Source: an optimization exercise on an open RTL-to-GDS flow (aim: small area, a short achievable clock period and few clock cycles per item). Production flows keep margins and buffers that such runs may drop. RTL that was checked went through simulation tests only; none was proved equivalent to the original.

==> inputs of job 8592 <==
Design rgbe_cvt, start of the top module:
module rgbe_cvt (
    input  wire        clk,
    input  wire        rst,
    input  wire        in_valid,
    output wire        in_ready,
    input  wire        in_op,
    input  wire [31:0] in_a,
    input  wire [31:0] in_b,
    input  wire [31:0] in_c,
    output reg         out_valid,
    input  wire        out_ready,
    output reg         out_op,
    output reg  [31:0] out_a,
    output reg  [31:0] out_b,
    output reg  [31:0] out_c
);
==> module rgbe_dec_lane, before the edit <==
module rgbe_dec_lane (
    input  wire [7:0]  m,
    input  wire [7:0]  e,
    output reg  [31:0] f
);
    reg [2:0]  k;           
    reg [8:0]  ke;          
    reg [30:0] norm;
    integer i;
    always @(*) begin
        k = 3'd0;
        for (i = 0; i < 8; i = i + 1)
            if (m[i]) k = i[2:0];
        ke   = {6'd0, k} + {1'b0, e};
        norm = {23'd0, m} << (5'd23 - {2'd0, k});
        if (e == 8'd0 || m == 8'd0)
            f = 32'd0;
        else if (ke >= 9'd10)                        
            f = {1'b0, ke[7:0] - 8'd9, norm[22:0]};
        else                                         
            f = {24'd0, m} << (e + 8'd13);
    end
endmodule
==> module rgbe_san, before the edit <==
module rgbe_san (
    input  wire [31:0] x,
    output reg  [31:0] y
);
    always @(*) begin
        if (x[31])
            y = 32'd0;
        else if (x[30:23] == 8'hFF)
            y = (x[22:0] != 23'd0) ? 32'd0 : 32'h7F7FFFFF;
        else
            y = x;
    end
endmodule
==> module rgbe_enc_lane, before the edit <==
module rgbe_enc_lane (
    input  wire [31:0] c,       
    input  wire [7:0]  bmax,    
    output reg  [7:0]  q
);
    reg [23:0] s;
    reg [8:0]  sh;
    reg [23:0] shifted;
    always @(*) begin
        s       = {1'b1, c[22:0]};
        sh      = 9'd16 + {1'b0, bmax} - {1'b0, c[30:23]};
        shifted = s >> sh;
        if (c[30:23] == 8'd0)
            q = 8'd0;
        else
            q = shifted[7:0];
    end
endmodule
==> module rgbe_cvt, before the edit <==
module rgbe_cvt (
    input  wire        clk,
    input  wire        rst,
    input  wire        in_valid,
    output wire        in_ready,
    input  wire        in_op,
    input  wire [31:0] in_a,
    input  wire [31:0] in_b,
    input  wire [31:0] in_c,
    output reg         out_valid,
    input  wire        out_ready,
    output reg         out_op,
    output reg  [31:0] out_a,
    output reg  [31:0] out_b,
    output reg  [31:0] out_c
);
    wire adv = !out_valid || out_ready;
    assign in_ready = adv;
    reg        s1_valid;
    reg        s1_op;
    reg [31:0] s1_a, s1_b, s1_c;
    always @(posedge clk) begin
        if (rst)
            s1_valid <= 1'b0;
        else if (adv)
            s1_valid <= in_valid;
        if (adv && in_valid) begin
            s1_op <= in_op;
            s1_a  <= in_a;
            s1_b  <= in_b;
            s1_c  <= in_c;
        end
    end
    wire [31:0] dec_r, dec_g, dec_b;
    rgbe_dec_lane u_dec_r (.m(s1_a[7:0]),   .e(s1_a[31:24]), .f(dec_r));
    rgbe_dec_lane u_dec_g (.m(s1_a[15:8]),  .e(s1_a[31:24]), .f(dec_g));
    rgbe_dec_lane u_dec_b (.m(s1_a[23:16]), .e(s1_a[31:24]), .f(dec_b));
    wire [31:0] san_r, san_g, san_b;
    rgbe_san u_san_r (.x(s1_a), .y(san_r));
    rgbe_san u_san_g (.x(s1_b), .y(san_g));
    rgbe_san u_san_b (.x(s1_c), .y(san_b));
    wire [31:0] max_rg = (san_r >= san_g) ? san_r : san_g;
    wire [31:0] vmax   = (max_rg >= san_b) ? max_rg : san_b;
    wire        black  = vmax < 32'h0A4FB11F;
    wire [7:0] enc_r, enc_g, enc_b;
    rgbe_enc_lane u_enc_r (.c(san_r), .bmax(vmax[30:23]), .q(enc_r));
    rgbe_enc_lane u_enc_g (.c(san_g), .bmax(vmax[30:23]), .q(enc_g));
    rgbe_enc_lane u_enc_b (.c(san_b), .bmax(vmax[30:23]), .q(enc_b));
    wire [31:0] quad = black ? 32'd0
                             : {vmax[30:23] + 8'd2, enc_b, enc_g, enc_r};
    always @(posedge clk) begin
        if (rst)
            out_valid <= 1'b0;
        else if (adv)
            out_valid <= s1_valid;
        if (adv && s1_valid) begin
            out_op <= s1_op;
            if (s1_op) begin
                out_a <= quad;
                out_b <= 32'd0;
                out_c <= 32'd0;
            end else begin
                out_a <= dec_r;
                out_b <= dec_g;
                out_c <= dec_b;
            end
        end
    end
endmodule
==> flow/config.mk <==
export PLATFORM = sky130hd
export DESIGN_NAME = rgbe_cvt
export DESIGN_NICKNAME = rgbe_cvt
export VERILOG_FILES = /design/flow/design.v
export SDC_FILE = /design/flow/constraint.sdc
export NUM_CORES = 4
export LEC_CHECK = 0
export CAP_MARGIN = 20
export CORE_MARGIN = 2
export CORE_UTILIZATION = 40
export SLEW_MARGIN = 20
==> flow/constraint.sdc <==
create_clock -name core_clock -period 12.0 [get_ports {clk}]
set_input_delay 2.4000 -clock core_clock [delete_from_list [all_inputs] [get_ports {clk}]]
set_output_delay 2.4000 -clock core_clock [all_outputs]
set_load 0.01 [all_outputs]
run.sh (not shown) runs the stock make flow with config.mk's settings and CLKGATE_MAP_FILE= SYNTH_SCRIPT=/design/flow/synth_recipe.tcl, a recipe that flattens the netlist after the stock synthesis.
==> job 9218: changes against job 8592 <==
==> flow/design.v (replaced) <==
module rgbe_dec_lane (
    input  wire [7:0]  m,
    input  wire [7:0]  e,
    output reg  [31:0] f
);
    reg [2:0]  k;           
    reg [7:0]  ex;          
    reg [6:0]  fr;          
    integer i;
    always @(*) begin
        k = 3'd0;
        for (i = 0; i < 8; i = i + 1)
            if (m[i]) k = i[2:0];
        ex = e + {5'd0, k} - 8'd9;
        fr = m[6:0] << (3'd7 - k);
        if (e == 8'd0 || m == 8'd0)
            f = 32'd0;
        else if ({1'b0, e} + {6'd0, k} >= 9'd10)     
            f = {1'b0, ex, fr, 16'd0};
        else                                         
            f = {24'd0, m} << (e[3:0] + 5'd13);
    end
endmodule
module rgbe_enc_pre (
    input  wire [31:0] x,
    output wire [7:0]  be,
    output wire [7:0]  top,
    output wire        tiny
);
    wire inf  = x[30:23] == 8'hFF;
    wire zero = x[31] || (inf && x[22:0] != 23'd0);
    assign be    = zero ? 8'd0 : (inf ? 8'hFE : x[30:23]);
    assign top   = inf ? 8'hFF : {1'b1, x[22:16]};
    assign tiny = zero || (x[30:0] < 31'h0A4FB11F);
endmodule
module rgbe_enc (
    input  wire [31:0] r,
    input  wire [31:0] g,
    input  wire [31:0] b,
    output wire [31:0] q
);
    wire [7:0] er, eg, eb, hr, hg, hb;
    wire       sr, sg, sb;
    rgbe_enc_pre u_pr (.x(r), .be(er), .top(hr), .tiny(sr));
    rgbe_enc_pre u_pg (.x(g), .be(eg), .top(hg), .tiny(sg));
    rgbe_enc_pre u_pb (.x(b), .be(eb), .top(hb), .tiny(sb));
    wire       rg = er >= eg;
    wire       rb = er >= eb;
    wire       gb = eg >= eb;
    wire [7:0] bm = (rg && rb) ? er : ((!rg && gb) ? eg : eb);
    function [7:0] lane(input [7:0] t, input [7:0] e, input [7:0] m);
        reg [7:0] d;
        begin
            d = m - e;
            if (e == 8'd0 || d[7:3] != 5'd0) lane = 8'd0;
            else                             lane = t >> d[2:0];
        end
    endfunction
    assign q = (sr && sg && sb) ? 32'd0
             : {bm + 8'd2, lane(hb, eb, bm), lane(hg, eg, bm), lane(hr, er, bm)};
endmodule
module rgbe_cvt (
    input  wire        clk,
    input  wire        rst,
    input  wire        in_valid,
    output wire        in_ready,
    input  wire        in_op,
    input  wire [31:0] in_a,
    input  wire [31:0] in_b,
    input  wire [31:0] in_c,
    output reg         out_valid,
    input  wire        out_ready,
    output reg         out_op,
    output wire [31:0] out_a,
    output wire [31:0] out_b,
    output wire [31:0] out_c
);
    wire adv = !out_valid || out_ready;
    assign in_ready = adv;
    wire [31:0] quad;
    rgbe_enc u_enc (.r(in_a), .g(in_b), .b(in_c), .q(quad));
    reg [31:0] d;
    always @(posedge clk) begin
        if (rst)
            out_valid <= 1'b0;
        else if (adv)
            out_valid <= in_valid;
        if (adv) begin
            out_op <= in_op;
            d      <= in_op ? quad : in_a;
        end
    end
    wire [31:0] dec_r, dec_g, dec_b;
    rgbe_dec_lane u_dec_r (.m(d[7:0]),   .e(d[31:24]), .f(dec_r));
    rgbe_dec_lane u_dec_g (.m(d[15:8]),  .e(d[31:24]), .f(dec_g));
    rgbe_dec_lane u_dec_b (.m(d[23:16]), .e(d[31:24]), .f(dec_b));
    assign out_a = out_op ? d : dec_r;
    assign out_b = out_op ? 32'd0 : dec_g;
    assign out_c = out_op ? 32'd0 : dec_b;
endmodule
==> summary of the runs <==
In job 9218 the non-clock buffer count is lower than in job 8592, by 61.
Between job 9218 and job 8592, the lower clock skew is in job 9218 (gap 3.8 ps).
Against job 9218, the count of clock-buffer cells in the layout of job 8592 is higher by 12.
Worst hold slack: job 9218 is better than job 8592 (400 ps).
Against job 9218, the die area of job 8592 is higher by about 80%.
Against job 9218, the routed wire length of job 8592 is higher by about 80%.
Testbench counts of job 8592, summed over its fixed seeds: cycles 32,016, items 32,000.
The RTL of job 9218 was laid out without a check of its function.

==> afterwards: timing with drivers on the ports <==
Ports are ideal in the flow. The routed layouts listed here were re-timed in OpenROAD.
Step 1 sets driving cells, clkbuf_16 on the clock port and buf_2 on the other inputs (assumed; they add their load-dependent delay and slew).
Step 2 adds t to the input delays and takes it off the output delays; t is the mean of the earliest and latest rising clock arrival at the registers after step 1. Input paths then give back, and output paths get back, about the clock's delay inside the block.
a / b / c = ideal / step 1 / step 2; a / b = the first two.
run	shift t [ns]	setup slack, ns	hold WS [ns]	worst slew at a driven data input, ns
job 8592	0.560	1.745 / 1.745 / 1.745	0.467 / 0.467 / 0.467	0.05
job 9218	0.319	2.708 / 2.722 / 2.403	0.865 / 0.865 / 0.865	0.05
After both steps every run listed still meets setup and hold. For job 9218, which loses most, drivers alone change the setup slack by +0.014 ns; drivers and shift together by -0.305 ns.
